Source: an optimization exercise on an open RTL-to-GDS flow (aim: small area, a short achievable clock period and few clock cycles per item). Production flows keep margins and buffers that such runs may drop. Where RTL was checked, it was by simulation tests only, not by an equivalence proof against the original. The RTL of run 1 was laid out without a check of its function. Power and IR drop assume default switching activity. The flow treats the clock pin as an ideal source, which a real chip does not have.

===== design/flow/design.v =====
module blackcat_ts (
    input  wire        clk,
    input  wire        rst,             
    input  wire        mode_capture,    
    input  wire        coarse_only_en,  
    input  wire        session_start,   
    input  wire        hist_clear,      
    input  wire        cal_build,       
    input  wire        cal_wr,          
    input  wire [3:0]  cal_ch,
    input  wire        cal_set,         
    input  wire [8:0]  cal_lo,
    input  wire [8:0]  cal_hi,
    input  wire        in_valid,
    input  wire [31:0] in_word,
    output wire        in_ready,
    output wire        busy,
    output reg         ts_valid,
    output reg  [3:0]  ts_ch,
    output reg  [27:0] ts_epoch,
    output reg  [11:0] ts_coarse,
    output reg         ts_fine_valid,
    output reg  [11:0] ts_fine,
    output reg         ts_edge,
    output reg         diag_valid,
    output reg  [1:0]  diag_kind,
    output reg  [27:0] diag_info0,
    output reg  [31:0] diag_info1
);
    localparam [1:0] DIAG_HIT_BEFORE_EPOCH = 2'd0,
                     DIAG_EPOCH_DECREASE   = 2'd1,
                     DIAG_MISSING_CAL      = 2'd2,
                     DIAG_DEGENERATE_CAL   = 2'd3;
    localparam [1:0] C_DIV  = 2'd0,    
                     C_ZERO = 2'd1,    
                     C_MAX  = 2'd2,    
                     C_CO   = 2'd3;    
    localparam [11:0] FINE_MAX = 12'd2940;
    localparam integer NDIV = 6;    
    integer i, k;
    function [20:0] r4step;
        input [8:0]  rem;
        input [11:0] sh;
        input [8:0]  d;
        input [10:0] d3;
        reg   [10:0] t;
        reg   [11:0] f1, f2, f3;
        reg   [8:0]  r;
        reg          g1, g2, g3;
        begin
            t  = {rem, sh[11:10]};
            f1 = {1'b0, t} - {3'b0, d};
            f2 = {1'b0, t} - {2'b0, d, 1'b0};
            f3 = {1'b0, t} - {1'b0, d3};
            g1 = ~f1[11];
            g2 = ~f2[11];
            g3 = ~f3[11];
            if (g3)      r = f3[8:0];
            else if (g2) r = f2[8:0];
            else if (g1) r = f1[8:0];
            else         r = t[8:0];
            r4step = {r, sh[9:0], g2, g3 | (g1 & ~g2)};
        end
    endfunction
    reg        rdy_r;
    reg        rst_r;         
    reg        busy_r;
    reg        mode_r;        
    reg        co_r;          
    reg        brd;           
    reg        cw_r;          
    reg        cw_all;        
    reg [3:0]  cw_ch;
    reg        cw_set;
    reg [8:0]  cw_lo;
    reg [8:0]  cw_hi;
    assign in_ready = rdy_r;
    assign busy     = busy_r;
    wire accept = in_valid & rdy_r;
    reg [8:0]  cal_low  [0:15];
    reg [8:0]  cal_dif  [0:15];    
    reg        hclr_r;        
    reg [8:0]  cap_low   [0:15];
    reg [8:0]  cap_high  [0:15];
    wire [9:0] cw_d   = {1'b0, cw_hi} - {1'b0, cw_lo};
    wire       cw_tab = cw_set & ~cw_all & ~cw_d[9];
    wire [8:0] cw_blo = cw_lo | {9{~cw_tab}};
    wire [8:0] cw_bd  = cw_d[8:0] | {9{~cw_tab}};
    reg        v0;
    reg [31:0] w0;
    reg [15:0] w0_oh;      
    wire        is_hit  = w0[31];
    wire [27:0] w_epoch = w0[27:0];
    wire [3:0]  w_ch    = w0[25:22];
    wire [8:0]  w_raw   = w0[20:12];
    wire        brd_nx  = cal_build | (brd & (w_ch != 4'd15));
    wire [3:0]  ch_nx   = cal_build ? 4'd0 : brd ? w_ch + 4'd1 : in_word[25:22];
    reg        have_epoch;
    reg [27:0] epoch;          
    reg [27:0] epoch_b;        
    wire       sel_cap = mode_r | brd;
    reg  [8:0] r_cal_lo, r_cal_d, r_cap_lo, r_cap_hi;
    always @(*) begin
        r_cal_lo = 9'd0;
        r_cal_d  = 9'd0;
        r_cap_lo = 9'd0;
        r_cap_hi = 9'd0;
        for (i = 0; i < 16; i = i + 1) begin
            r_cal_lo = r_cal_lo | ({9{w0_oh[i]}} & cal_low[i]);
            r_cal_d  = r_cal_d  | ({9{w0_oh[i]}} & cal_dif[i]);
            r_cap_lo = r_cap_lo | ({9{w0_oh[i]}} & cap_low[i]);
            r_cap_hi = r_cap_hi | ({9{w0_oh[i]}} & cap_high[i]);
        end
    end
    wire [8:0] c_lo  = sel_cap ? r_cap_lo : r_cal_lo;
    wire [8:0] c_f2  = sel_cap ? r_cap_hi : r_cal_d;
    wire [9:0] c_off = {1'b0, w_raw} - {1'b0, c_lo};
    wire       c_empty = (&c_lo) & c_f2[0];
    wire       c_degen = ~|c_f2;
    wire       c_lt_lo = c_off[9];
    wire dec     = v0 & ~mode_r;
    wire dec_hit = dec & is_hit;
    wire dec_ep  = dec & ~is_hit;
    wire cap_hit = v0 & mode_r & is_hit;
    wire bad_cal = c_empty | c_degen;
    reg        p1_h, p1_e, p1_c;   
    reg [3:0]  p1_f;         
    reg [4:0]  p1_wa;        
    reg [11:0] p1_wb;        
    reg [8:0]  p1_d;         
    reg [8:0]  p1_off;       
    wire       p1_bad = p1_f[3] | p1_f[2];
    wire       p1_le_lo = p1_f[1] | (p1_off == 9'd0);   
    wire       p1_ge_hi = (p1_off >= p1_d);          
    wire       p1_gt_hi = (p1_d > p1_off);           
    reg  [1:0] p1_cls;
    always @(*) begin
        if (p1_e)         p1_cls = p1_f[1:0];
        else if (p1_bad)  p1_cls = C_CO;
        else if (p1_le_lo) p1_cls = C_ZERO;
        else if (p1_ge_hi) p1_cls = C_MAX;
        else              p1_cls = C_DIV;
    end
    wire [3:0] p1_ch = p1_wa[4:1];
    wire       cp_clr = hclr_r | rst_r;
    wire [8:0] cp_blo = p1_d | {9{cp_clr}};
    wire [8:0] cp_bhi = p1_d & {9{~cp_clr}};
    wire [20:0] s2_m = {p1_off, 11'd0} + {1'b0, p1_off, 10'd0}
                     + ~{4'd0, p1_off, 7'd0} + ~{10'd0, p1_off, 1'b0} + ~{11'd0, p1_off}
                     + {13'd0, p1_d[8:1]} + 21'd3;
    reg        pd_v   [0:NDIV-1];
    reg        pd_e   [0:NDIV-1];
    reg [1:0]  pd_cls [0:NDIV-1];
    reg [4:0]  pd_wa  [0:NDIV-1];
    reg [11:0] pd_wb  [0:NDIV-1];
    reg [8:0]  pd_d   [0:NDIV-1];
    reg [10:0] pd_d3  [0:NDIV-1];    
    reg [20:0] pd_q   [0:NDIV-1];    
    reg [20:0] st_q [0:NDIV-1];
    always @(*) begin
        for (k = 0; k < NDIV; k = k + 1) begin
            st_q[k] = r4step(pd_q[k][20:12], pd_q[k][11:0], pd_d[k], pd_d3[k]);
        end
    end
    wire [1:0] l_cls = pd_cls[NDIV-1];
    reg busy_nx;
    always @(*) begin
        busy_nx = accept | v0 | p1_h | brd_nx;
        for (k = 0; k < NDIV - 1; k = k + 1)
            busy_nx = busy_nx | pd_v[k];
    end
    always @(posedge clk) begin
        w0 <= in_word;
        w0[25:22] <= ch_nx;
        for (i = 0; i < 16; i = i + 1)
            w0_oh[i] <= (ch_nx == i);
        mode_r <= mode_capture;
        hclr_r <= hist_clear;
        co_r   <= coarse_only_en;
        if (brd) begin
            cw_ch  <= w_ch;
            cw_set <= 1'b1;
            cw_lo  <= c_lo;
            cw_hi  <= c_f2;
        end else begin
            cw_ch  <= cal_ch;
            cw_set <= cal_set;
            cw_lo  <= cal_lo;
            cw_hi  <= cal_hi;
        end
        p1_wa  <= w0[25:21];
        p1_wb  <= w0[11:0];
        p1_off <= mode_r ? c_f2 : c_off[8:0];
        if (mode_r)
            p1_f <= {3'b000, c_lt_lo};
        else if (is_hit)
            p1_f <= {c_empty, c_degen, c_lt_lo, 1'b0};
        else
            p1_f <= {2'b00, w0[27:26]};
        p1_d   <= (is_hit & ~mode_r) ? c_f2 : w0[20:12];
        pd_cls[0] <= p1_cls;
        pd_wa[0]  <= p1_wa;
        pd_wb[0]  <= p1_wb;
        pd_d[0]   <= p1_d;
        pd_d3[0]  <= {1'b0, p1_d, 1'b0} + {2'b0, p1_d};
        pd_q[0]   <= s2_m;
        for (k = 1; k < NDIV; k = k + 1) begin
            pd_cls[k] <= pd_cls[k-1];
            pd_wa[k]  <= pd_wa[k-1];
            pd_wb[k]  <= pd_wb[k-1];
            pd_d[k]   <= pd_d[k-1];
            pd_d3[k]  <= pd_d3[k-1];
            pd_q[k]   <= st_q[k-1];
        end
        ts_ch         <= pd_wa[NDIV-1][4:1];
        ts_coarse     <= {pd_wb[NDIV-1][10:0], pd_wa[NDIV-1][0]};
        ts_edge       <= pd_wb[NDIV-1][11];
        ts_fine_valid <= (l_cls != C_CO);
        case (l_cls)
            C_DIV:   ts_fine <= st_q[NDIV-1][11:0];
            C_MAX:   ts_fine <= FINE_MAX;
            default: ts_fine <= 12'd0;
        endcase
        if (pd_e[NDIV-2])
            epoch_b <= {pd_cls[NDIV-2], pd_wa[NDIV-2], pd_d[NDIV-2], pd_wb[NDIV-2]};
        ts_epoch <= epoch_b;
        diag_info1 <= {w0[31:28] & {4{is_hit}}, w0[27:0]} & {32{dec}};   
        diag_info0 <= is_hit ? {24'd0, w_ch} : epoch;
        if (!is_hit)             diag_kind <= DIAG_EPOCH_DECREASE;
        else if (!have_epoch)    diag_kind <= DIAG_HIT_BEFORE_EPOCH;
        else if (c_empty)        diag_kind <= DIAG_MISSING_CAL;
        else                     diag_kind <= DIAG_DEGENERATE_CAL;
        if (dec_ep)
            epoch <= w_epoch;
        for (i = 0; i < 16; i = i + 1) begin
            if (cp_clr || (p1_c && p1_ch == i && p1_f[0]))
                cap_low[i]  <= cp_blo;
            if (cp_clr || (p1_c && p1_ch == i && p1_gt_hi))
                cap_high[i] <= cp_bhi;
        end
        for (i = 0; i < 16; i = i + 1) begin
            if (cw_all || (cw_r && cw_ch == i)) begin
                cal_low[i]  <= cw_blo;
                cal_dif[i]  <= cw_bd;
            end
        end
        rst_r  <= rst;
        cw_all <= rst;
        v0     <= accept;           
        cw_r   <= cal_wr | brd;     
        if (rst) begin
            rdy_r      <= 1'b0;
            busy_r     <= 1'b0;
            brd        <= 1'b0;
            ts_valid   <= 1'b0;
            diag_valid <= 1'b0;
        end else begin
            rdy_r      <= ~brd_nx & ~(accept & mode_r);
            busy_r     <= busy_nx;
            brd        <= brd_nx;
            ts_valid   <= pd_v[NDIV-1] & ~rst_r;
            diag_valid <= (dec_ep & have_epoch & (w_epoch < epoch))
                        | (dec_hit & (~have_epoch | bad_cal));
        end
        if (rst_r) begin
            have_epoch <= 1'b0;
            p1_h       <= 1'b0;
            p1_e       <= 1'b0;
            p1_c       <= 1'b0;
            for (k = 0; k < NDIV; k = k + 1) begin
                pd_v[k] <= 1'b0;
                pd_e[k] <= 1'b0;
            end
        end else begin
            if (session_start)
                have_epoch <= 1'b0;
            else if (dec_ep)
                have_epoch <= 1'b1;
            p1_h <= dec_hit & have_epoch;
            p1_e <= dec_ep;
            p1_c <= cap_hit;
            pd_v[0] <= p1_h & (~p1_bad | co_r);
            pd_e[0] <= p1_e;
            for (k = 1; k < NDIV; k = k + 1) begin
                pd_v[k] <= pd_v[k-1];
                pd_e[k] <= pd_e[k-1];
            end
        end
    end
endmodule

===== design/flow/flow/run.sh =====
#!/bin/bash
# Layout flow: the standard ORFS flow (standard.sh) with these changes,
# set in flow/settings.sh:
#  - synthesis leaves the adders to ABC (ADDER_MAP_FILE empty, so no
#    full/half-adder cell extraction); the registers are the same as the
#    standard synthesis's,
#  - the timing repair steps aim for a setup slack of SETUP_MARGIN ns at
#    the design's clock period,
#  - optional clock tree synthesis arguments (CTS_ARGS).
# Each step's output goes to a log file of its own in this folder.
set -euo pipefail
source flow/settings.sh
ARGS=(ADDER_MAP_FILE= SETUP_SLACK_MARGIN=$SETUP_MARGIN)
if [[ -n "${CTS_ARGS_SET:-}" ]]; then ARGS+=("CTS_ARGS=$CTS_ARGS_SET"); fi
for step in synth floorplan place cts route finish; do
  bash standard.sh "${ARGS[@]}" $step > log_$step.txt 2>&1
done

===== design/flow/flow/settings.sh =====
SETUP_MARGIN=8.5
CTS_ARGS_SET="-sink_clustering_enable -repair_clock_nets -sink_clustering_size 28 -sink_clustering_max_diameter 100 -dont_use_dummy_load"

===== design/flow/standard.sh =====
#!/bin/bash
# synth_recipe.tcl (not shown) runs the flow's synth.tcl, then flattens the netlist and writes it again
# the make line also repeats each setting of config.mk as NAME=value (left out here)
make -C /OpenROAD-flow-scripts/flow DESIGN_CONFIG=/design/flow/config.mk WORK_HOME=/design/flow/orfs CLKGATE_MAP_FILE= SYNTH_SCRIPT=/design/flow/synth_recipe.tcl "${@:-finish}"

===== design/flow/config.mk =====
export PLATFORM = sky130hd
export DESIGN_NAME = blackcat_ts
export DESIGN_NICKNAME = blackcat_ts
export VERILOG_FILES = /design/flow/design.v
export SDC_FILE = /design/flow/constraint.sdc
export NUM_CORES = 4
export LEC_CHECK = 0
export CAP_MARGIN = 20
export CORE_MARGIN = 2
export CORE_UTILIZATION = 70
export SLEW_MARGIN = 20
export TNS_END_PERCENT = 20

===== design/flow/constraint.sdc =====
create_clock -name core_clock -period 12.0 [get_ports {clk}]
set_input_delay 2.4000 -clock core_clock [delete_from_list [all_inputs] [get_ports {clk}]]
set_output_delay 2.4000 -clock core_clock [all_outputs]
set_load 0.01 [all_outputs]

==> run notes, run 1 <==
TritonCTS built the clock tree. The final clock period utilization by the worst path was 30.18%. The synthesized netlist devotes 11.46% of its cell area to compound gates. The run finished with no timing, DRC or antenna violations. The fraction of layout cells with a size suffix above 1 was 18.40%; the number of H-tree branching levels was 2. The simple-gate share of the synthesized area came out at 8.720%. The run gives 4.20 ns as the data arrival time of the critical path. For this run, design rule violations remaining after detail routing come to 0.

Counting cells, the worst reg-to-reg path comes to 10. The pre-antenna-repair detailed-routing pass consisted of 7 iterations. The number of enable flip-flop cells after synthesis is 632. The remaining number of nets flagged by the antenna check after routing is 0. Insertion delay of the later-clocked pin in the worst-skew pair: 0.67 ns. The area enclosed by the die boundary is 67,220 µm², and the iteration-0 DRC count of the detailed router is 4,167. The clock transition at the registers of the reported paths came out at 0.11 ns.

The first global-routing pass estimated 182,100 µm of wire. The net switching fraction of the power is 33.22%, and the cell count after placement is 4,480. The count of cells along the worst hold path came out at 0.

188 I/O pins were placed. Die height: 259.3 µm. By area the synthesized netlist is led by sky130_fd_sc_hd__edfxtp_1 42%, sky130_fd_sc_hd__dfxtp_1 27%, sky130_fd_sc_hd__xnor2_1 4.1%, sky130_fd_sc_hd__a22oi_1 2.7%, sky130_fd_sc_hd__maj3_1 2.4%. Measured against the total synthesized area, the mux share comes to 0.8312%.

The worst register-to-register path has a setup slack of 8.38 ns. STA classifies the critical path endpoint as a flop. Final net count: 3,870. After synthesis, the largest family of logic cells by area is compound AO/OA/AOI/OAI gates.

In this run the clock root is driven by a sky130_fd_sc_hd__clkbuf_16. The initial antenna violation count came out at 6. The prevailing post-synth register cell was sky130_fd_sc_hd__edfxtp_1. The share of total power dissipated in sequential elements is 49.0%.

The post-synthesis xor/xnor area fraction is 5.204%. The die is 259.3 µm wide. Compared with the post-synthesis result, the final layout area differs by 14.28%. Sequential elements use 68.38% of the synthesized area. The logs give 0 for the number of failing hold endpoints at the final stage and 0 for the final max-slew violation count.

Measured against its own limit, the worst slew margin works out to 21.65%. The number of rows created at floorplan came out at 93. Buffers placed on the I/O ports in this run total 187. Sorting the synthesized cells by how often they occur yields 632 x sky130_fd_sc_hd__edfxtp_1, 610 x sky130_fd_sc_hd__dfxtp_1, 211 x sky130_fd_sc_hd__xnor2_1. Leakage component of the power: 18.36 nW. In this run the deepest clock path goes through 3 buffers.

The tools report the clock network power share as 17.3%. The overall via count from detail_route was 31.09k. Portion of synthesized cell area occupied by the leading cell type: 41.61%. The netlist uses 84 different library cells. Setup violations remaining at the end of the flow were counted as 0. The cell with the most instances after synthesis is sky130_fd_sc_hd__edfxtp_1.

The tools report the synthesized area as 45,610 µm². The run gives 128,600 µm as the wire length after detailed routing. Setup repair after global routing could not meet its margin everywhere. Yosys printed 14 warnings. The internal cell power is 7.546 mW. STA classifies the critical path startpoint as a flop. Combinational logic is responsible for 33.8% of the overall power. Dividing total power by cell area gives a power density of 216.8 nW/µm². The number of sinks driven by the clock tree was 1,242. The vias per cell is 6.671, and the synthesized net count is 3,588. For the finished layout, the period the worst path requires is 3.621 ns.

Counting flops with an async set or reset pin after synthesis yields a share of 0%. The tools report the HPWL after detailed placement as 80,990 µm. Top fanout value on the critical path: 19. The class of the tightest hold or removal check is flop to flop.

IR analysis of the VDD net gives a maximum drop of 0.1558 mV. At the worst endpoint, the required time is 12.58 ns. The slew at the pin closest to its max-slew limit works out to 1.167 ns. Hold repair after CTS inserted 0 buffers. In this run, CTS created clock tree buffers numbering 50.

After global routing the overflow that remains totals 0. Averaged over all synthesized cells, the footprint is 12.94 µm². The flip-flop and latch count after synthesis was 1,242. The synthesized netlist devotes 2.864% of its cell area to adder and majority cells.

Summed over all failing endpoints, the final setup total negative slack is 0 ns. The logs give 1.017 for the routability congestion estimate and 70.76% for the initial standard-cell utilization of the core. The run gives 42 as the largest net degree at the start of global routing.

On the final layout, the worst clock skew is 0.09153 ns. After detailed routing, the average wire length per cell comes to 27.59 µm. The largest total area in the synthesized netlist belongs to sky130_fd_sc_hd__edfxtp_1. The core area is 64,460 µm², and the number of global-route vias before repair is 29.72k. The tools report the maximum clock frequency as 276.2 MHz.

The run gives 0 as the max-capacitance violation count. After the flow finishes, the layout carries non-filler instances totaling 4,660. Total global routing track utilization: 36.46%. The critical path in this run is classified as flop to flop.

For this design the total switching power over the nets is 3.755 mW. In the synthesized netlist, the number of instances is 3,524.
-- cells by family (layout without fill, tap and decap cells) --
| kind of cell | Yosys count | count (layout) |
|---|---|---|
| buffers and inverters | 302 | 576 |
| and+or+nand+nor | 794 | 800 |
| DFF | 1242 | 1242 |
| adders and majority gates | 128 | 128 |
| xor gates and xnor gates | 271 | 271 |
| AOI/OAI and AO/OA | 752 | 752 |
| other | 0 | 1 |
| muxes | 35 | 35 |
-- cell type report --
type                    instances  area, µm²
well taps                     855       1070
diodes                          1      2.502
multi-input cells            1986      14640
clock buffers                  50       1251
inverters                     141      546.8
fillers                      3568      12340
repair buffers                385       3297
flip-flops and latches       1242      31320
-- worst max-delay path, stage by stage, from the launching register on --
cell and delay [ns]:
sky130_fd_sc_hd__dfxtp_2 0.35, sky130_fd_sc_hd__buf_12 0.15, sky130_fd_sc_hd__buf_4 0.14, sky130_fd_sc_hd__buf_4 0.23
sky130_fd_sc_hd__a22oi_1 0.27, sky130_fd_sc_hd__nand4_1 0.29, sky130_fd_sc_hd__a2111oi_2 0.77, sky130_fd_sc_hd__a21oi_1 0.38
sky130_fd_sc_hd__nor4_1 0.63, sky130_fd_sc_hd__o211ai_1 0.23, sky130_fd_sc_hd__o31ai_1 0.11
-- layout by cell type (no fill, tap or decap), types with 76 or more instances in the layout --
cell                         n
sky130_fd_sc_hd__a21oi_1   113
sky130_fd_sc_hd__a22oi_1   159
sky130_fd_sc_hd__buf_2     109
sky130_fd_sc_hd__buf_4     158
sky130_fd_sc_hd__dfxtp_1   542
sky130_fd_sc_hd__edfxtp_1  632
sky130_fd_sc_hd__inv_1     133
sky130_fd_sc_hd__maj3_1     76
sky130_fd_sc_hd__nand2_1   177
sky130_fd_sc_hd__nor2_1    171
sky130_fd_sc_hd__o21ai_0   101
sky130_fd_sc_hd__xnor2_1   204
-- stage by stage --
| step | worst slack [ns] | power (mW) | hold WS [ns] | area (µm²) | utilization (%) |
|---|---|---|---|---|---|
| 6_report | 8.379 | 11.30 | 0.2766 | 52130 | 80.86 |
| 5_1_grt | 8.319 | 11.79 | 0.2843 | 52120 | 80.86 |
| 4_1_cts | 8.402 | 10.82 | 0.2825 | 50540 | 78.41 |
| 3_5_place_dp | 6.984 | 8.799 | 0.3121 | 48720 | 75.58 |
| 3_3_place_gp | 7.091 | 8.657 | 0.3096 | 48690 | 75.53 |
| 2_1_floorplan | 8.508 | 7.937 | 0.3096 | 45700 | - |
-- power by group through the flow --
stage	registers (mW)	clock network (mW)	logic, mW
3_5_place_dp	5.61	0	3.19
5_1_grt	5.59	2.08	4.12
4_1_cts	5.51	1.94	3.37
6_report	5.54	1.95	3.82
3_3_place_gp	5.58	0	3.08
2_1_floorplan	5.37	0	2.57
-- final timing paths --
check	startpoint	to
setup / recovery	w0_oh[7]$_DFF_P_	diag_valid$_SDFF_PP0_
hold reg to reg	pd_cls[3][0]$_DFF_P_	pd_cls[4][0]$_DFF_P_
hold / removal	pd_cls[3][0]$_DFF_P_	pd_cls[4][0]$_DFF_P_
setup reg to reg	w0_oh[7]$_DFF_P_	diag_valid$_SDFF_PP0_
-- registers in the layout, summed over array words and instances (netlist names), 30 cells and up --
register	cells
diag_info1	32
pd_wb	72
cal_low	144
cap_low	144
pd_wa	30
cap_high	144
pd_q	126
w0	32
pd_d3	66
pd_d	48
cal_dif	144
-- per-layer routing --
metal,global-route usage [%],wire length (µm)
met1,44.88,43410
met2,62.63,63150
met3,6.317,14160
met4,17.94,7772
met5,0,75
-- repair_timing --
item / 4_1_cts / 5_1_grt
endpoints found under the setup margin: 607 / 585
setup buffers: 26 / 89
cloned: 8 / 5
pin swaps: 28 / 65
gates resized for setup: 686 / 206
==> run 2, diff against run 1 <==
--- a/design/flow/design.v
+++ b/design/flow/design.v
@@ -79,13 +79,12 @@
     wire accept = in_valid & rdy_r;
     reg [8:0]  cal_low  [0:15];
     reg [8:0]  cal_dif  [0:15];    
-    reg        hclr_r;        
+    reg        cap_valid [0:15];
     reg [8:0]  cap_low   [0:15];
     reg [8:0]  cap_high  [0:15];
-    wire [9:0] cw_d   = {1'b0, cw_hi} - {1'b0, cw_lo};
-    wire       cw_tab = cw_set & ~cw_all & ~cw_d[9];
+    wire       cw_tab = cw_set & ~cw_all;
     wire [8:0] cw_blo = cw_lo | {9{~cw_tab}};
-    wire [8:0] cw_bd  = cw_d[8:0] | {9{~cw_tab}};
+    wire [8:0] cw_bd  = (cw_hi - cw_lo) | {9{~cw_tab}};
     reg        v0;
     reg [31:0] w0;
     reg [15:0] w0_oh;      
@@ -96,20 +95,22 @@
     wire        brd_nx  = cal_build | (brd & (w_ch != 4'd15));
     wire [3:0]  ch_nx   = cal_build ? 4'd0 : brd ? w_ch + 4'd1 : in_word[25:22];
     reg        have_epoch;
-    reg [27:0] epoch;          
-    reg [27:0] epoch_b;        
+    reg [27:0] epoch;
     wire       sel_cap = mode_r | brd;
     reg  [8:0] r_cal_lo, r_cal_d, r_cap_lo, r_cap_hi;
+    reg        k_val;
     always @(*) begin
         r_cal_lo = 9'd0;
         r_cal_d  = 9'd0;
         r_cap_lo = 9'd0;
         r_cap_hi = 9'd0;
+        k_val    = 1'b0;
         for (i = 0; i < 16; i = i + 1) begin
             r_cal_lo = r_cal_lo | ({9{w0_oh[i]}} & cal_low[i]);
             r_cal_d  = r_cal_d  | ({9{w0_oh[i]}} & cal_dif[i]);
             r_cap_lo = r_cap_lo | ({9{w0_oh[i]}} & cap_low[i]);
             r_cap_hi = r_cap_hi | ({9{w0_oh[i]}} & cap_high[i]);
+            k_val    = k_val    | (w0_oh[i] & cap_valid[i]);
         end
     end
     wire [8:0] c_lo  = sel_cap ? r_cap_lo : r_cal_lo;
@@ -117,7 +118,9 @@
     wire [9:0] c_off = {1'b0, w_raw} - {1'b0, c_lo};
     wire       c_empty = (&c_lo) & c_f2[0];
     wire       c_degen = ~|c_f2;
+    wire       c_le_lo = c_off[9] | (w_raw == c_lo);
     wire       c_lt_lo = c_off[9];
+    wire       c_gt_hi = (w_raw > c_f2);
     wire dec     = v0 & ~mode_r;
     wire dec_hit = dec & is_hit;
     wire dec_ep  = dec & ~is_hit;
@@ -128,23 +131,18 @@
     reg [4:0]  p1_wa;        
     reg [11:0] p1_wb;        
     reg [8:0]  p1_d;         
-    reg [8:0]  p1_off;       
+    reg [8:0]  p1_off;
     wire       p1_bad = p1_f[3] | p1_f[2];
-    wire       p1_le_lo = p1_f[1] | (p1_off == 9'd0);   
-    wire       p1_ge_hi = (p1_off >= p1_d);          
-    wire       p1_gt_hi = (p1_d > p1_off);           
+    wire       p1_ge_hi = (p1_off >= p1_d);    
     reg  [1:0] p1_cls;
     always @(*) begin
         if (p1_e)         p1_cls = p1_f[1:0];
         else if (p1_bad)  p1_cls = C_CO;
-        else if (p1_le_lo) p1_cls = C_ZERO;
+        else if (p1_f[1]) p1_cls = C_ZERO;
         else if (p1_ge_hi) p1_cls = C_MAX;
         else              p1_cls = C_DIV;
     end
     wire [3:0] p1_ch = p1_wa[4:1];
-    wire       cp_clr = hclr_r | rst_r;
-    wire [8:0] cp_blo = p1_d | {9{cp_clr}};
-    wire [8:0] cp_bhi = p1_d & {9{~cp_clr}};
     wire [20:0] s2_m = {p1_off, 11'd0} + {1'b0, p1_off, 10'd0}
                      + ~{4'd0, p1_off, 7'd0} + ~{10'd0, p1_off, 1'b0} + ~{11'd0, p1_off}
                      + {13'd0, p1_d[8:1]} + 21'd3;
@@ -175,11 +173,10 @@
         for (i = 0; i < 16; i = i + 1)
             w0_oh[i] <= (ch_nx == i);
         mode_r <= mode_capture;
-        hclr_r <= hist_clear;
         co_r   <= coarse_only_en;
         if (brd) begin
             cw_ch  <= w_ch;
-            cw_set <= 1'b1;
+            cw_set <= k_val;
             cw_lo  <= c_lo;
             cw_hi  <= c_f2;
         end else begin
@@ -190,11 +187,11 @@
         end
         p1_wa  <= w0[25:21];
         p1_wb  <= w0[11:0];
-        p1_off <= mode_r ? c_f2 : c_off[8:0];
+        p1_off <= c_off[8:0];
         if (mode_r)
-            p1_f <= {3'b000, c_lt_lo};
+            p1_f <= {2'b00, ~k_val | c_gt_hi, ~k_val | c_lt_lo};
         else if (is_hit)
-            p1_f <= {c_empty, c_degen, c_lt_lo, 1'b0};
+            p1_f <= {c_empty, c_degen, c_le_lo, 1'b0};
         else
             p1_f <= {2'b00, w0[27:26]};
         p1_d   <= (is_hit & ~mode_r) ? c_f2 : w0[20:12];
@@ -221,9 +218,8 @@
             C_MAX:   ts_fine <= FINE_MAX;
             default: ts_fine <= 12'd0;
         endcase
-        if (pd_e[NDIV-2])
-            epoch_b <= {pd_cls[NDIV-2], pd_wa[NDIV-2], pd_d[NDIV-2], pd_wb[NDIV-2]};
-        ts_epoch <= epoch_b;
+        if (pd_e[NDIV-1])
+            ts_epoch <= {l_cls, pd_wa[NDIV-1], pd_d[NDIV-1], pd_wb[NDIV-1]};
         diag_info1 <= {w0[31:28] & {4{is_hit}}, w0[27:0]} & {32{dec}};   
         diag_info0 <= is_hit ? {24'd0, w_ch} : epoch;
         if (!is_hit)             diag_kind <= DIAG_EPOCH_DECREASE;
@@ -233,10 +229,10 @@
         if (dec_ep)
             epoch <= w_epoch;
         for (i = 0; i < 16; i = i + 1) begin
-            if (cp_clr || (p1_c && p1_ch == i && p1_f[0]))
-                cap_low[i]  <= cp_blo;
-            if (cp_clr || (p1_c && p1_ch == i && p1_gt_hi))
-                cap_high[i] <= cp_bhi;
+            if (p1_c && p1_ch == i) begin
+                if (p1_f[0]) cap_low[i]  <= p1_d;
+                if (p1_f[1]) cap_high[i] <= p1_d;
+            end
         end
         for (i = 0; i < 16; i = i + 1) begin
             if (cw_all || (cw_r && cw_ch == i)) begin
@@ -271,11 +267,20 @@
                 pd_v[k] <= 1'b0;
                 pd_e[k] <= 1'b0;
             end
+            for (i = 0; i < 16; i = i + 1)
+                cap_valid[i] <= 1'b0;
         end else begin
             if (session_start)
                 have_epoch <= 1'b0;
             else if (dec_ep)
                 have_epoch <= 1'b1;
+            if (hist_clear)
+                for (i = 0; i < 16; i = i + 1)
+                    cap_valid[i] <= 1'b0;
+            else
+                for (i = 0; i < 16; i = i + 1)
+                    if (p1_c && p1_ch == i)
+                        cap_valid[i] <= 1'b1;
             p1_h <= dec_hit & have_epoch;
             p1_e <= dec_ep;
             p1_c <= cap_hit;
--- a/design/flow/config.mk
+++ b/design/flow/config.mk
@@ -7,6 +7,5 @@
 export LEC_CHECK = 0
 export CAP_MARGIN = 20
 export CORE_MARGIN = 2
-export CORE_UTILIZATION = 70
+export CORE_UTILIZATION = 60
 export SLEW_MARGIN = 20
-export TNS_END_PERCENT = 20
==> run 2 against run 1 <==
Net effect:
- register-to-register slack improved by 0.10 ns
- still clean
- core utilization down 13 points
- critical path type is now flop to primary output
- largest cell class unchanged
- via count shrank 3.2%
==> run notes, run 2 <==
The die width was 281.4 µm (+8.5%). The fraction of layout cells with a size suffix above 1 came out at 13.98% (-4.4 points). The logs give 79,190 µm² (+18%) for the area enclosed by the die boundary and 51,480 µm² (-1.2%) for the final design instance area without fill.

By count the netlist is led by 632 x sky130_fd_sc_hd__edfxtp_1, 598 x sky130_fd_sc_hd__dfxtp_1, 204 x sky130_fd_sc_hd__nor2_1. The routability congestion estimate was 0.9030 (-11%). The post-route minimum period is 3.589 ns (-0.03227 ns). The insertion delay of the later-clocked pin in the worst-skew pair is 0.67 ns (about the same). For the worst-case setup margin in the final layout, the log shows 8.411 ns (+0.03227 ns). The logs give 0.08044 ns (-0.01109 ns) for the worst-case clock skew and 0 ns (unchanged) for the aggregate negative setup slack.

For the wire length after detailed routing, the log shows 122,800 µm (-4.5%). The count of mapped cells out of synthesis is 3,599 (+2.1%), and the wire length of the first global-routing pass is 180,800 µm (-0.69%). Summed over all instances, the cell type with the most area after synthesis is sky130_fd_sc_hd__edfxtp_1. The total global routing track utilization was 30.53% (-5.9 points). The number of hold buffers added after CTS is 0 (unchanged). Fraction of synthesis flops using an asynchronous set or reset pin: 0% (unchanged).

The prevailing post-synth register cell was sky130_fd_sc_hd__edfxtp_1. The max-capacitance violation count is 0 (unchanged). The cell count after placement was 4,705 (+5.0%); the final max-slew violation count was 0 (unchanged). Placement-stage cell area: 49,280 µm² (+1.1%). The worst-case headroom to the max-slew limit was 20.33% (-1.3 points).

Vias per cell: 6.296 (-5.6%). The tools report the worst-case vdd ir drop as 0.1928 mV (+24%). The number of buffers and inverters on the critical path came out at 1 (-2). The tools report the remaining number of nets flagged by the antenna check after routing as 0 (unchanged). The tools report the Yosys warning count as 15 (+1). The startpoint-to-endpoint class of the critical path was flop to primary output.

The leakage component of the power was 17.90 nW (-2.5%); the final clock period utilization by the worst path was 29.91% (-0.27 points). The average cell area after synthesis is 12.83 µm² (-0.88%), and the die height is 281.4 µm (+8.5%). The logs give 49 (+17%) for the largest net degree at the start of global routing and 3,310 (-21%) for the iteration-0 DRC count of the detailed router. Setup repair after global routing could not meet its margin everywhere.

The number of distinct library cell variants in the gate-level netlist after synthesis was 94 (+12%). The delay of the slowest critical-path stage is 0.40 ns (-0.37 ns). The final setup violation count came out at 0 (unchanged). Maximum clock frequency: 278.6 MHz (+0.90%). Sorting the synthesized cells by area gives the leading types as sky130_fd_sc_hd__edfxtp_1 41%, sky130_fd_sc_hd__dfxtp_1 26%, sky130_fd_sc_hd__xnor2_1 3.7%, sky130_fd_sc_hd__a22oi_1 2.9%, sky130_fd_sc_hd__nor2_1 1.7%. The cell with the most instances after synthesis was sky130_fd_sc_hd__edfxtp_1. For the number of failing hold endpoints at the final stage, the log shows 0 (unchanged). Number of H-tree branching levels: 2 (unchanged). Overall via count from detail_route: 30.10k (-3.2%).

The number of sinks driven by the clock tree was 1,230 (-0.97%); the core area was 76,080 µm² (+18%). The initial antenna violation count came out at 3 (-3). The worst setup path is captured at a primary output. The logs give 28.97k (-2.5%) for the number of global-route vias before repair and 3 (unchanged) for the buffer levels on the longest clock path. The top cell types in the final layout, fill and taps aside, are 632 x sky130_fd_sc_hd__edfxtp_1, 530 x sky130_fd_sc_hd__dfxtp_1, 197 x sky130_fd_sc_hd__nor2_1, 189 x sky130_fd_sc_hd__xnor2_1, 187 x sky130_fd_sc_hd__nand2_1. The logs give 31,050 µm² (-0.85%) for the storage element area and 60.69% (-10 points) for the initial standard-cell utilization of the core. The run gives 0 (unchanged) as the DRC violation count after routing. Number of enable flip-flop cells after synthesis: 632 (unchanged). The run finished with no timing, DRC or antenna violations. Leading cell type in the layout, fill and taps excluded: sky130_fd_sc_hd__edfxtp_1. The min-delay analysis places its worst path in the category flop to flop. The post-place setup slack was 7.760 ns (+0.7755 ns). The tools report the kind of start point of the critical path as a flop.

The tools report the data arrival time of the critical path as 1.19 ns (-3.01 ns). The root buffer cell is sky130_fd_sc_hd__clkbuf_16. For the number of primary I/O pins, the log shows 188 (unchanged). Worst-path cell with the longest stage delay: sky130_fd_sc_hd__edfxtp_1.

The slew at the pin closest to its max-slew limit is 1.189 ns (+0.02112 ns), and the synthesized area is 46,170 µm² (+1.2%). Compared with the post-synthesis result, the final layout area differs by 11.49%. The number of rows created at floorplan was 101 (+8.6%). Walking the worst path, the cells encountered are buf_2.

The synthesized net count was 3,663 (+2.1%); the number of filler instances in the final layout was 5,466 (+53%). The number of CTS-inserted buffers was 51 (+2.0%); the flip-flop and latch count after synthesis was 1,230 (-0.97%). The portion of synthesized cell area occupied by the leading cell type was 41.10% (-0.50 points); the length of the first detailed-routing pass in iterations was 6 (-1). The cell area power density is 222.9 nW/µm² (+2.8%), and the multi-input logic area is 14,940 µm² (+2.1%). The HPWL after detailed placement is 76,660 µm (-5.3%), and the wire length per cell is 25.69 µm (-6.9%).

The leftover overflow at the end of global routing is 0 (unchanged). The required time reported for the critical path endpoint was 9.60 ns (-2.98 ns). The clock transition at the registers of the reported paths came out at 0.10 ns (about the same).

Broken down by cell family, the worst path's largest delay share belongs to flip-flops. The number of buffer cells added on primary ports came out at 187 (unchanged). The logs give 3,815 (-1.4%) for the final net count and 67.03% (-1.3 points) for the part of the Yosys area used for sequential elements. For the number of non-filler instances in the completed layout, the log shows 4,781 (+2.6%). TritonCTS built the clock tree. The top fanout value on the critical path is 1 (-18).
run 2: cell types whose count changed after synthesis, sizes merged, moves of 18 or more:
cell	delta
nor2	+25
o21a	+25
mux2i	+18
o21ai	-69
nor2b	+24
maj3	-23
run 2: path summary, 6_finish.rpt:
kind / cells past startpoint / start / slack (ns) / endpoint
setup / recovery: 1 / ts_epoch[3]$_DFFE_PP_ / 8.41 / ts_epoch[3]
hold / removal: 0 / pd_q[0][4]$_DFF_P_ / 0.32 / pd_q[1][6]$_DFF_P_
setup reg to reg: 12 / p1_d[0]$_DFF_P_ / 8.48 / pd_cls[0][1]$_DFF_P_
hold reg to reg: 0 / pd_q[0][4]$_DFF_P_ / 0.32 / pd_q[1][6]$_DFF_P_
run 2: through the flow:
step	hold WS, ns	total power [mW]	util (%)
after floorplan	0.3096	8.186	-
after global placement	0.3098	9.077	64.77
after detailed placement	0.3121	9.207	64.77
after CTS	0.3092	11.22	66.65
after global routing	0.3231	12.05	67.66
final	0.3191	11.48	67.67
run 2: final cells by class:
cell class                 count  area share [%]
inverter                     137           1.009
sequential                  1230           60.33
antenna                        2        0.009722
tap                         1030           2.503
timing repair buffer         264           4.652
multi-input combinational   2067           29.02
clock buffer                  51           2.479
run 2: metal layers:
metal  track usage (%)  wire, µm  up-vias  part of all wire (%)
met5                 0        27        -                 0.022
met4             9.861      3712        4                   3.0
met3             5.336     12210      226                   9.9
met2             47.13     55090     1556                    45
met1             44.26     51770    14800                    42
li1                  -         -    13510                     -
run 2: cell families (layout without fill, tap and decap cells):
family	after synthesis	count (layout)	share of synthesized area (%)
xor+xnor	260	260	4.948
flops	1230	1230	67.03
mux	56	56	1.293
simple gates	881	882	9.672
buf+inv	303	452	2.572
compound gates	764	764	12.13
other cells	0	2	0
fa+ha+maj	105	105	2.355
run 2: power by group:
group / internal (mW) / switching (mW) / leakage (nW)
Sequential: 4.97 / 0.443 / 10.5
Combinational: 1.77 / 2.35 / 6.81
Clock: 0.763 / 1.18 / 0.628
run 2: what timing repair did:
item                                    in CTS  in global routing
cloned                                       2                  0
buffers inserted                            10                 10
pin swaps                                   17                 21
gates resized for setup                    671                141
endpoints found under the setup margin     185                189
Testbench counts of run 2, summed over its fixed seeds: cycles 24,064, items 24,000.
==> run 3, diff against run 2 <==
--- a/design/flow/flow/run.sh
+++ b/design/flow/flow/run.sh
@@ -6,12 +6,14 @@
 #    standard synthesis's,
 #  - the timing repair steps aim for a setup slack of SETUP_MARGIN ns at
 #    the design's clock period,
-#  - optional clock tree synthesis arguments (CTS_ARGS).
+#  - optional clock tree synthesis arguments (CTS_ARGS) and port buffer
+#    cell (BUFFER_PORTS_ARGS); every port still gets its buffer.
 # Each step's output goes to a log file of its own in this folder.
 set -euo pipefail
 source flow/settings.sh
 ARGS=(ADDER_MAP_FILE= SETUP_SLACK_MARGIN=$SETUP_MARGIN)
 if [[ -n "${CTS_ARGS_SET:-}" ]]; then ARGS+=("CTS_ARGS=$CTS_ARGS_SET"); fi
+if [[ -n "${BUFFER_PORTS_SET:-}" ]]; then ARGS+=("BUFFER_PORTS_ARGS=$BUFFER_PORTS_SET"); fi
 for step in synth floorplan place cts route finish; do
   bash standard.sh "${ARGS[@]}" $step > log_$step.txt 2>&1
 done
==> design/flow/flow/settings.sh (replaced) <==
SETUP_MARGIN=8.42
CTS_ARGS_SET="-sink_clustering_enable -repair_clock_nets -sink_clustering_size 28 -sink_clustering_max_diameter 100 -dont_use_dummy_load"
BUFFER_PORTS_SET="-buffer_cell sky130_fd_sc_hd__buf_2"
--- a/design/flow/config.mk
+++ b/design/flow/config.mk
@@ -7,5 +7,5 @@
 export LEC_CHECK = 0
 export CAP_MARGIN = 20
 export CORE_MARGIN = 2
-export CORE_UTILIZATION = 60
+export CORE_UTILIZATION = 65
 export SLEW_MARGIN = 20
==> run 3 against run 2 <==
Net effect:
- die area is 7.6% lower
- sequential share of layout area is 1.1 points higher
- critical endpoint is now pd_q[0][15]$_DFF_P_
- cell count is 1.9% lower
- synthesized cell count stayed put
==> run notes, run 3 <==
The final setup violation count came out at 0 (unchanged). The worst-case headroom to the max-slew limit came out at 25.11% (+4.8 points). Die height: 270.5 µm (-3.9%).

The aggregate negative setup slack came out at 0 ns (unchanged). The required time reported for the critical path endpoint was 12.49 ns (+2.89 ns); the remaining number of nets flagged by the antenna check after routing was 0 (unchanged). Iteration-0 DRC count of the detailed router: 3,652 (+10%).

The number of buffer cells added on primary ports was 187 (unchanged). The tools report the number of primary I/O pins as 188 (unchanged). The leading cell type in the layout, fill and taps excluded was sky130_fd_sc_hd__edfxtp_1. Startpoint-to-endpoint class of the critical path: flop to flop. The critical path starts at p1_off[7]$_DFF_P_. After synthesis, the most frequently instantiated cells are 632 x sky130_fd_sc_hd__edfxtp_1, 598 x sky130_fd_sc_hd__dfxtp_1, 204 x sky130_fd_sc_hd__nor2_1. The number of distinct library cell variants in the gate-level netlist after synthesis was 94 (unchanged). The tools report the number of rows created at floorplan as 97 (-4.0%).

The tools report the initial antenna violation count as 7 (+4). The tools report the placement-stage cell area as 48,240 µm² (-2.1%). The DRC violation count after routing was 0 (unchanged).

The worst register-to-register path begins at p1_off[7]$_DFF_P_. The synthesis-to-finish area growth came out at 9.230%. The wire length per cell came out at 25.06 µm (-2.4%).

The logs give 8 (+2) for the length of the first detailed-routing pass in iterations and 14,730 µm² (-1.4%) for the multi-input logic area. The tools report the insertion delay of the later-clocked pin in the worst-skew pair as 0.66 ns (about the same). The HPWL after detailed placement is 73,570 µm (-4.0%), and the cell depth of the worst flop-to-flop path is 13 (+1). The max-capacitance violation count was 0 (unchanged).

The overall via count from detail_route was 30.04k (-0.21%). Following the worst setup path forward leads to its endpoint at pd_q[0][15]$_DFF_P_. Wire length of the first global-routing pass: 174,000 µm (-3.8%). The run gives 0 (unchanged) as the final max-slew violation count. The synthesized area is 46,170 µm² (unchanged). Cell type contributing the most total cell area after synthesis: sky130_fd_sc_hd__edfxtp_1. For the final design instance area without fill, the log shows 50,430 µm² (-2.0%). Number of sinks driven by the clock tree: 1,230 (unchanged).

STA classifies the critical path endpoint as a flop. The number of H-tree branching levels is 2 (unchanged), and the fraction of synthesis flops using an asynchronous set or reset pin is 0% (unchanged). For the leftover overflow at the end of global routing, the log shows 0 (unchanged). By area the synthesized netlist is led by sky130_fd_sc_hd__edfxtp_1 41%, sky130_fd_sc_hd__dfxtp_1 26%, sky130_fd_sc_hd__xnor2_1 3.7%, sky130_fd_sc_hd__a22oi_1 2.9%, sky130_fd_sc_hd__nor2_1 1.7%. For the number of CTS-inserted buffers, the log shows 49 (-3.9%). The logs give 278.7 MHz (about the same) for the maximum clock frequency and 17.74 nW (-0.88%) for the leakage component of the power. Cell with the most instances after synthesis: sky130_fd_sc_hd__edfxtp_1. Setup repair after global routing could not meet its margin everywhere. The fraction of layout cells with a size suffix above 1 works out to 13.82% (-0.16 points).

The count of mapped cells out of synthesis was 3,599 (unchanged); the clock transition at the registers of the reported paths was 0.11 ns (about the same). For the worst-case vdd ir drop, the log shows 0.3426 mV (+78%). The tools report the number of global-route vias before repair as 28.71k (-0.90%). The kind of start point of the critical path was a flop. In the layout the commonest cells are 632 x sky130_fd_sc_hd__edfxtp_1, 582 x sky130_fd_sc_hd__dfxtp_1, 199 x sky130_fd_sc_hd__nor2_1, 192 x sky130_fd_sc_hd__xnor2_1. The final clock period utilization by the worst path was 29.90% (about the same); the total design power was 11.35 mW (-1.1%). The data arrival time of the critical path was 4.08 ns (+2.89 ns); the buffer levels on the longest clock path was 3 (unchanged). In this run the worst hold path is classified as flop to flop. The part of the Yosys area used for sequential elements is 67.03% (unchanged), and the vias per cell is 6.403 (+1.7%). The post-route minimum period is 3.588 ns (-0.001360 ns).

The number of failing hold endpoints at the final stage is 0 (unchanged). TritonCTS built the clock tree. The initial standard-cell utilization of the core was 65.82% (+5.1 points); the setup slack of the worst register-to-register path was 8.41 ns (-0.07 ns). The endpoint identified for the worst register-to-register timing path is pd_q[0][15]$_DFF_P_. For the routability congestion estimate, the log shows 0.9013 (-0.19%). The core area came out at 70,150 µm² (-7.8%). The run finished with no timing, DRC or antenna violations. For the synthesized net count, the log shows 3,663 (unchanged). The worst hold margin is 0.3058 ns (-0.01330 ns). The number of enable flip-flop cells after synthesis was 632 (unchanged). The prevailing post-synth register cell was sky130_fd_sc_hd__edfxtp_1. The run gives 117,600 µm (-4.2%) as the wire length after detailed routing. The top fanout value on the critical path is 25 (+24), and the slew at the pin closest to its max-slew limit is 1.117 ns (-0.07135 ns). Die width: 270.5 µm (-3.9%). For the number of filler instances in the final layout, the log shows 4,853 (-11%).

The portion of synthesized cell area occupied by the leading cell type came out at 41.10% (unchanged). The largest net degree at the start of global routing was 50 (+2.0%); the average cell area after synthesis was 12.83 µm² (unchanged). The tools report the worst-case clock skew as 0.07718 ns (-0.003255 ns). The root buffer cell was sky130_fd_sc_hd__clkbuf_16. The final net count is 3,814 (-0.026%), and the area enclosed by the die boundary is 73,180 µm² (-7.6%). The tools report the total global routing track utilization as 31.28% (+0.75 points). The storage element area was 30,990 µm² (-0.20%); the cell area power density was 225.1 nW/µm² (+0.96%).

The Yosys warning count came out at 15 (unchanged). The flip-flop and latch count after synthesis was 1,230 (unchanged).
run 3: changes by cell type in the layout (fill, tap and decap cells not counted), sizes merged:
cell	change
buf	+63
clkbuf	-1
clkdlybuf4s50	-63
diode	+2
run 3: metrics by stage:
step	std cells	setup WS [ns]	util, %
after floorplan	3599	8.432	-
after detailed placement	4615	7.714	68.76
after global placement	4614	7.883	68.75
after CTS	4672	8.378	70.99
final	4692	8.412	71.89
after global routing	4688	8.262	71.88
run 3: worst max-delay path, cell delays in order (launching register included):
cell,delay [ns]
sky130_fd_sc_hd__dfxtp_1,0.34
sky130_fd_sc_hd__buf_8,0.19
sky130_fd_sc_hd__a211oi_1,0.32
sky130_fd_sc_hd__a21oi_1,0.10
sky130_fd_sc_hd__xnor2_1,0.37
sky130_fd_sc_hd__xor2_1,0.35
sky130_fd_sc_hd__or3b_2,0.53
sky130_fd_sc_hd__a31oi_2,0.26
sky130_fd_sc_hd__a211oi_4,0.13
sky130_fd_sc_hd__nor2_2,0.19
sky130_fd_sc_hd__o31ai_2,0.10
sky130_fd_sc_hd__buf_4,0.17
sky130_fd_sc_hd__buf_4,0.13
sky130_fd_sc_hd__xnor2_1,0.26
run 3: cell type report:
type,instances,area share (%)
timing repair buffer,265,3.523
tap,940,2.332
antenna,4,0.01985
sequential,1230,61.45
multi-input combinational,2067,29.21
clock buffer,49,2.431
inverter,137,1.027
run 3: layer usage:
metal  up-vias  routed length, µm  global-route usage, %
li1      13500                  -                      -
met1     14680              47440                  45.14
met2      1624              53910                  49.64
met3       240              12700                  5.299
met4         6               3507                  8.316
met5         -                 40                      0
run 3: worst min-delay path by stage:
| stage | from | end | depth (start not counted) |
|---|---|---|---|
| after global placement | pd_wb[0][3]$_DFF_P_ | pd_wb[1][3]$_DFF_P_ | 0 |
| after CTS | pd_q[1][8]$_DFF_P_ | pd_q[2][10]$_DFF_P_ | 0 |
| after floorplan | pd_cls[0][0]$_DFF_P_ | pd_cls[1][0]$_DFF_P_ | 0 |
| final | pd_q[1][8]$_DFF_P_ | pd_q[2][10]$_DFF_P_ | 0 |
| after detailed placement | pd_wb[4][5]$_DFF_P_ | pd_wb[5][5]$_DFF_P_ | 0 |
| after global routing | pd_q[1][8]$_DFF_P_ | pd_q[2][10]$_DFF_P_ | 0 |
run 3: where the power goes:
part / leakage, nW / switching [mW] / internal (mW)
Sequential: 10.4 / 0.458 / 4.96
Combinational: 6.70 / 2.31 / 1.72
Clock: 0.604 / 1.16 / 0.735
run 3: timing repair:
item / CTS / global route
buffers inserted: 6 / 14
pin swaps: 6 / 17
endpoints found under the setup margin: 59 / 93
gates resized for setup: 64 / 105
hold endpoints to repair: 0 / 0
gates cloned: 2 / 2
hold buffers: 0 / 0
run 3: kinds of logic after synthesis:
| logic type | after synthesis | synth area share, % |
|---|---|---|
| muxes | 56 | 1.293 |
| AOI/OAI and AO/OA | 764 | 12.13 |
| DFF | 1230 | 67.03 |
| adders and majority gates | 105 | 2.355 |
| xor gates and xnor gates | 260 | 4.948 |
| buffers and inverters | 303 | 2.572 |
| and+or+nand+nor | 881 | 9.672 |
==> run 4, diff against run 3 <==
==> design/flow/flow/settings.sh (replaced) <==
SETUP_MARGIN=8.5
CTS_ARGS_SET="-sink_clustering_enable -repair_clock_nets -sink_clustering_size 28 -sink_clustering_max_diameter 100 -dont_use_dummy_load"
BUFFER_PORTS_SET="-buffer_cell sky130_fd_sc_hd__buf_2"
--- a/design/flow/config.mk
+++ b/design/flow/config.mk
@@ -7,5 +7,5 @@
 export LEC_CHECK = 0
 export CAP_MARGIN = 20
 export CORE_MARGIN = 2
-export CORE_UTILIZATION = 65
+export CORE_UTILIZATION = 60
 export SLEW_MARGIN = 20
==> run 4 against run 3 <==
Net effect:
- combinational power grew 1%
- cell area up 1.2%
- synthesized cell count unchanged
- cell count is 1.9% higher
- register-to-register slack better by 0.08 ns
- count of clock-buffer cells in the layout grew 1
- critical endpoint is now ts_epoch[3]
==> run notes, run 4 <==
The run gives 46,170 µm² (unchanged) as the synthesized area. The number of rows created at floorplan came out at 101 (+4.1%). The combinational family with the most area after synthesis was compound AO/OA/AOI/OAI gates. Flip-flop and latch count after synthesis: 1,230 (unchanged). Walking the worst path, the cells encountered are buf_2. Iteration-0 DRC count of the detailed router: 3,266 (-11%). Relative to the synthesized area, the layout overhead comes to 10.58%. The Yosys warning count was 15 (unchanged). The met3 routing resource usage after global routing is 5.080% (-0.22 points), and the number of distinct library cell variants in the gate-level netlist after synthesis is 94 (unchanged). The worst setup path is launched from a flop. The cell type contributing the most total cell area after synthesis is sky130_fd_sc_hd__edfxtp_1. The startpoint-to-endpoint class of the critical path is flop to primary output. Leading cell type in the layout, fill and taps excluded: sky130_fd_sc_hd__edfxtp_1. Setup repair after global routing could not meet its margin everywhere.

The cell area power density is 223.9 nW/µm² (-0.50%), and the worst-case setup margin in the final layout is 8.436 ns (+0.02355 ns). The worst-case clock skew is 0.08915 ns (+0.01196 ns), and the number of buffer cells added on primary ports is 187 (unchanged). Sorting the synthesized cells by area gives the leading types as sky130_fd_sc_hd__edfxtp_1 41%, sky130_fd_sc_hd__dfxtp_1 26%, sky130_fd_sc_hd__xnor2_1 3.7%, sky130_fd_sc_hd__a22oi_1 2.9%, sky130_fd_sc_hd__nor2_1 1.7%. The wire length per cell works out to 25.56 µm (+2.0%). The worst hold path belongs to the class flop to flop. Vias per cell: 6.275 (-2.0%).

The top fanout value on the critical path is 1 (-96%). The count of mapped cells out of synthesis was 3,599 (unchanged). The final net count came out at 3,817 (+0.079%).

CTS placed an instance of sky130_fd_sc_hd__clkbuf_16 at the clock tree root. The tools report the initial antenna violation count as 4 (-3). The storage element area was 31,040 µm² (+0.15%); the initial standard-cell utilization of the core was 60.69% (-5.1 points). The final clock period utilization by the worst path is 29.70% (-0.20 points). The part of the Yosys area used for sequential elements was 67.03% (unchanged); the buffer levels on the longest clock path was 3 (unchanged).

For the final setup violation count, the log shows 0 (unchanged). The area enclosed by the die boundary came out at 79,190 µm² (+8.2%). Count of cells along the worst hold path: 0 (unchanged). Largest net degree at the start of global routing: 50 (unchanged). The post-place setup slack was 7.871 ns (+0.1562 ns); the max-capacitance violation count was 0 (unchanged). Number of enable flip-flop cells after synthesis: 632 (unchanged). For the placement-stage cell area, the log shows 48,400 µm² (+0.33%). Number of buffers and inverters on the critical path: 1 (-2).

The layer flagged by global routing as most heavily used is met2. The tools report the met1 layer usage reported by global route as 44.48% (-0.65 points). For the length of the first detailed-routing pass in iterations, the log shows 6 (-2).

The die height is 281.4 µm (+4.0%). The portion of synthesized cell area occupied by the leading cell type came out at 41.10% (unchanged). The cell with the most instances after synthesis is sky130_fd_sc_hd__edfxtp_1. Kind of cell adding the most delay to the critical path: flip-flops. The fraction of synthesis flops using an asynchronous set or reset pin came out at 0% (unchanged). For the total global routing track utilization, the log shows 30.26% (-1.0 points).

The logs give 188 (unchanged) for the number of primary I/O pins and 0.2870 mV (-16%) for the worst-case vdd ir drop. The clock transition at the registers of the reported paths is 0.10 ns (about the same). The cell depth of the worst flop-to-flop path was 12 (-1); the maximum clock frequency was 280.6 MHz (+0.66%).

The worst-case headroom to the max-slew limit is 20.75% (-4.4 points), and the number of H-tree branching levels is 2 (unchanged). The post-synthesis xor/xnor area fraction works out to 4.948% (unchanged). The number of sinks driven by the clock tree is 1,230 (unchanged), and the number of hold buffers added after CTS is 0 (unchanged).

Prevailing post-synth register cell: sky130_fd_sc_hd__edfxtp_1. The tools report the remaining number of nets flagged by the antenna check after routing as 0 (unchanged). The slew at the pin closest to its max-slew limit is 1.182 ns (+0.06512 ns), and the leakage component of the power is 17.85 nW (+0.64%). The tools report the required time reported for the critical path endpoint as 9.60 ns (-2.89 ns). TritonCTS built the clock tree. The run gives 0.68 ns (+0.02 ns) as the insertion delay of the later-clocked pin in the worst-skew pair. The run gives 0 ns (unchanged) as the aggregate negative setup slack. The tools report the category of the worst setup path capture point as a primary output.

Logic depth of the worst setup path including buffers: 1 (-12). The die width was 281.4 µm (+4.0%). The number of CTS-inserted buffers is 50 (+2.0%), and the mux cell area share after synthesis is 1.293% (unchanged). The HPWL after detailed placement is 76,640 µm (+4.2%).

The run finished with no timing, DRC or antenna violations. The delay of the slowest critical-path stage is 0.39 ns (-0.14 ns), and the routability congestion estimate is 0.9276 (+2.9%). The logs give 30.01k (-0.12%) for the overall via count from detail_route and 1.16 ns (-2.92 ns) for the data arrival time of the critical path. In the layout the commonest cells are 632 x sky130_fd_sc_hd__edfxtp_1, 536 x sky130_fd_sc_hd__dfxtp_1, 195 x sky130_fd_sc_hd__nor2_1, 189 x sky130_fd_sc_hd__xnor2_1, 187 x sky130_fd_sc_hd__nand2_1. The fraction of layout cells with a size suffix above 1 came out at 15.62% (+1.8 points). The tools report the number of filler instances in the final layout as 5,594 (+15%).

The leftover overflow at the end of global routing is 0 (unchanged), and the fraction of the mapped netlist area in compound gates is 12.13% (unchanged). The synthesized-area fraction occupied by adder cells works out to 2.355% (unchanged). The met2 demand-to-capacity share in global routing was 46.54% (-3.1 points); the synthesized net count was 3,663 (unchanged).

The logs give 28.55k (-0.55%) for the number of global-route vias before repair and 51,060 µm² (+1.2%) for the final design instance area without fill. The final standard cell utilization of the core was 67.11% (-4.8 points). On the critical path, the stage with the largest delay is an instance of sky130_fd_sc_hd__edfxtp_1. The tools report the wire length of the first global-routing pass as 179,200 µm (+2.9%).

The commonest cells after synthesis are 632 x sky130_fd_sc_hd__edfxtp_1, 598 x sky130_fd_sc_hd__dfxtp_1, 204 x sky130_fd_sc_hd__nor2_1. The simple-gate share of the synthesized area works out to 9.672% (unchanged). The final max-slew violation count came out at 0 (unchanged). The logs give 76,080 µm² (+8.4%) for the core area and 14,900 µm² (+1.1%) for the multi-input logic area. Post-route minimum period: 3.564 ns (-0.02355 ns).

The average cell area after synthesis is 12.83 µm² (unchanged). For the wire length after detailed routing, the log shows 122,200 µm (+3.9%). The DRC violation count after routing is 0 (unchanged), and the number of failing hold endpoints at the final stage is 0 (unchanged).
## run 4: cell count changes in the layout (fill, tap and decap cells not counted), moves of 5 or more
| cell | before | now |
|---|---|---|
| sky130_fd_sc_hd__buf_6 | 15 | 62 |
| sky130_fd_sc_hd__dfxtp_1 | 582 | 536 |
| sky130_fd_sc_hd__buf_4 | 47 | 42 |
| sky130_fd_sc_hd__buf_2 | 187 | 144 |
| sky130_fd_sc_hd__dfxtp_4 | 9 | 4 |
| sky130_fd_sc_hd__a2111oi_2 | 5 | 10 |
| sky130_fd_sc_hd__dfxtp_2 | 7 | 58 |
| sky130_fd_sc_hd__a2111oi_0 | 6 | 1 |
## run 4: path summary, 6_finish.rpt
check	to	slack, ns	startpoint
worst min register to register	pd_cls[5][1]$_DFF_P_	0.32	pd_cls[4][1]$_DFF_P_
worst max-delay path	ts_epoch[3]	8.44	ts_epoch[3]$_DFFE_PP_
worst max register to register	pd_q[0][19]$_DFF_P_	8.49	p1_d[5]$_DFF_P_
worst min-delay path	pd_cls[5][1]$_DFF_P_	0.32	pd_cls[4][1]$_DFF_P_
## run 4: cells by family (layout without fill, tap and decap cells)
group / after synthesis / after routing
simple gates: 881 / 883
mux: 56 / 56
flops: 1230 / 1230
xor+xnor: 260 / 260
buf+inv: 303 / 453
other cells: 0 / 1
fa+ha+maj: 105 / 105
compound gates: 764 / 764
## run 4: cell type report
type                       instances  area share (%)
inverter                         137           1.022
tap                             1030           2.524
sequential                      1230           60.79
timing repair buffer             266           4.034
clock buffer                      50           2.451
antenna                            1        0.004901
multi-input combinational       2068           29.18
## run 4: stage by stage
stage	power, mW	hold WS (ns)	cells
floorplan	8.186	0.3096	3599
global placement	9.055	0.3096	4705
detailed placement	9.154	0.3121	4706
CTS	11.14	0.3063	4768
global route	12.01	0.3152	4782
finish	11.43	0.3183	4782
## run 4: layer usage
metal / wire length [µm] / part of all wire (%)
met1: 51490 / 42
met2: 54960 / 45
met3: 12220 / 10
met4: 3516 / 2.9
met5: 38 / 0.031
## run 4: power by group
group / switching [mW] / internal [mW]
registers: 0.434 / 4.96
clock network: 1.18 / 0.749
logic: 2.36 / 1.75
## run 4: what timing repair did
| action | CTS | global route |
|---|---|---|
| resized for setup | 149 | 148 |
| gates cloned | 2 | 2 |
| setup endpoints to repair | 171 | 193 |
| pin swaps | 6 | 26 |
| buffers inserted | 10 | 9 |

==> separate check: timing with driven ports <==
Ports are ideal in the flow. The routed layouts listed here were re-timed in OpenROAD.
Step 1 sets driving cells, clkbuf_16 on the clock port and buf_2 on the other inputs (assumed; they add their load-dependent delay and slew).
Step 2 times the ports against the registers' clock, not the clock port: input delays grow and output delays shrink by t, the midpoint of the rising clock arrivals with the driver on.
a / b / c = no drivers / after step 1 / after step 2; a / b = the first two.
run	shift t [ns]	setup WS [ns]	clock arrival spread, ns
run 1	0.692	8.379 / 8.351 / 7.756	0.096 / 0.097
run 2	0.698	8.411 / 8.341 / 8.082	0.082 / 0.081
run 3	0.688	8.412 / 8.377 / 8.364	0.077 / 0.078
run 4	0.704	8.436 / 8.364 / 8.442	0.105 / 0.104
After both steps setup and hold are still met in every run listed. For run 1, which loses most, drivers alone change the setup slack by -0.028 ns; drivers and shift together by -0.623 ns.
